What follows belongs to an exercise in optimizing a design on an open flow for small area, a short achievable clock period and few clock cycles per item; a production flow would make more cautious choices. The RTL was checked by simulation tests, not by an equivalence proof against the original design.

==> run a: inputs <==
==> flow/design.v (excerpt) <==
module og_mulquant (
    input  wire        clk,
    input  wire        rst,         
    input  wire        in_valid,
    input  wire [63:0] a,
    input  wire [63:0] b,
    output reg         out_valid,
    output reg  [63:0] y,
    output reg         nf,
    output reg  [15:0] q
);
    reg        v0;
    reg [63:0] a0, b0;
    always @(posedge clk) begin
        if (rst) v0 <= 1'b0;
        else     v0 <= in_valid;
        a0 <= a;
        b0 <= b;
    end
    wire        ea_z = (a0[62:52] == 11'd0);
    wire        eb_z = (b0[62:52] == 11'd0);
    wire [62:0] xo   = ea_z ? a0[62:0] : b0[62:0];
    wire [62:0] yo   = ea_z ? b0[62:0] : a0[62:0];
    wire        xz   = ea_z | eb_z;             
    wire        yz   = ea_z & eb_z;             
    wire        s0   = a0[63] ^ b0[63];
    wire [5:0]  lza, lzb;
    wire        mza, mzb;
    og_lzc64 u_lza (.v({1'b0, a0[51:0], 11'd0}), .lz(lza), .zero(mza));
    og_lzc64 u_lzb (.v({1'b0, b0[51:0], 11'd0}), .lz(lzb), .zero(mzb));
    wire [5:0]  lx  = ea_z ? lza : eb_z ? lzb : 6'd0;
    wire        zr0 = yz | (ea_z & mza) | (eb_z & mzb);    
    wire [52:0] n0 = {~xz, xo[51:0]};
    wire [52:0] n1 = lx[5] ? {n0[20:0], 32'd0} : n0;
    wire [52:0] n2 = lx[4] ? {n1[36:0], 16'd0} : n1;
    wire [52:0] n3 = lx[3] ? {n2[44:0], 8'd0}  : n2;
    wire [52:0] n4 = lx[2] ? {n3[48:0], 4'd0}  : n3;
    wire [52:0] n5 = lx[1] ? {n4[50:0], 2'd0}  : n4;
    wire [52:0] xn = lx[0] ? {n5[51:0], 1'd0}  : n5;
    wire [52:0] ym = {~yz, yo[51:0]};
    wire [54:0] y3;
    og_mul3 u_m3 (.y(ym), .t(y3));
    wire [12:0] xb = xz ? 13'd1 : {2'b00, xo[62:52]};
    wire [12:0] yb = yz ? 13'd1 : {2'b00, yo[62:52]};
    wire [12:0] eb = xb + yb - 13'd1023;    
    reg        v1, s1, zr1;
    reg [52:0] x1, y1;
    reg [54:0] t1;
    reg [12:0] e1;
    reg [5:0]  lx1;
    always @(posedge clk) begin
        if (rst) v1 <= 1'b0;
        else     v1 <= v0;
        s1  <= s0;
        zr1 <= zr0;
        x1  <= xn;
        y1  <= ym;
        t1  <= y3;
        e1  <= eb;
        lx1 <= lx;
    end
    wire [105:0] pr0, pr1;
    og_mul53 u_mul (
        .x  (x1),
        .y  (y1),
        .t  (t1),
        .r0 (pr0),
        .r1 (pr1)
    );
    reg         v2, s2, zr2;
    reg [105:0] c0, c1;
    reg [12:0]  e2;
    always @(posedge clk) begin
  ...
==> flow/config.mk <==
export PLATFORM = sky130hd
export DESIGN_NAME = og_mulquant
export DESIGN_NICKNAME = og_mulquant
export VERILOG_FILES = /design/flow/design.v
export SDC_FILE = /design/flow/constraint.sdc
export NUM_CORES = 4
export LEC_CHECK = 0
export ABC_CLOCK_PERIOD_IN_PS = 14000
export CAP_MARGIN = 20
export CORE_MARGIN = 2
export CORE_UTILIZATION = 30
export PLACE_DENSITY = 0.5
export SETUP_SLACK_MARGIN = 0.5
export SLEW_MARGIN = 20
export SYNTH_HIERARCHICAL = 1
export SYNTH_MINIMUM_KEEP_SIZE = 0
==> flow/constraint.sdc <==
create_clock -name core_clock -period 22.0 [get_ports {clk}]
set_input_delay 4.4000 -clock core_clock [delete_from_list [all_inputs] [get_ports {clk}]]
set_output_delay 4.4000 -clock core_clock [all_outputs]
set_load 0.01 [all_outputs]
run.sh (not shown) runs the stock make flow with config.mk's settings and CLKGATE_MAP_FILE= SYNTH_SCRIPT=/design/flow/synth_recipe.tcl, a recipe that flattens the netlist after the stock synthesis.
==> run b (differences from run a) <==
- CAP_MARGIN: 20 -> 50
- CORE_UTILIZATION: 30 -> 45
- PLACE_DENSITY: 0.5 -> not set
- SLEW_MARGIN: 20 -> 50
==> run notes <==
Status = failed layout checks
Layout check faults = capacitance limit, slew limit
Worst r2r path cells = 11
Max-slew violation total from the final report = 46
Placed cell count = 13,500
Max-cap viol count = 3
# rows = 208
WP data required = 17.60 ns
# the run above: run a

==> run notes <==
Status = no timing/DRC/antenna violations
Placed cell count = 12,100
Max-cap viol count = 0
Post-DRT Antenna Nets = 0
WP data required = 22.67 ns
# rows = 169
# the run above: run b

Testbench counts of run a, summed over its fixed seeds: cycles 12,048, items 12,000.
Testbench counts of run b, summed over its fixed seeds: cycles 12,048, items 12,000.

what the ideal ports hide:
In the flow no input, the clock included, has a driving cell. The finished layouts below were timed again as built, in two steps.
Step 1 assumes that a clkbuf_16 drives the clock port and a buf_2 every other input.
Step 2 also shifts input and output timing later by t, the mid clock arrival at the registers, as if the neighbouring blocks saw the same clock.
Slacks: ideal ports / drivers / drivers and shift; pairs: ideal ports / drivers.
run	t, ns	setup WS [ns]	cell pins on the clock port's net
run a	0.939	15.883 / 15.781 / 15.949	1
run b	0.867	15.872 / 15.852 / 15.872	1
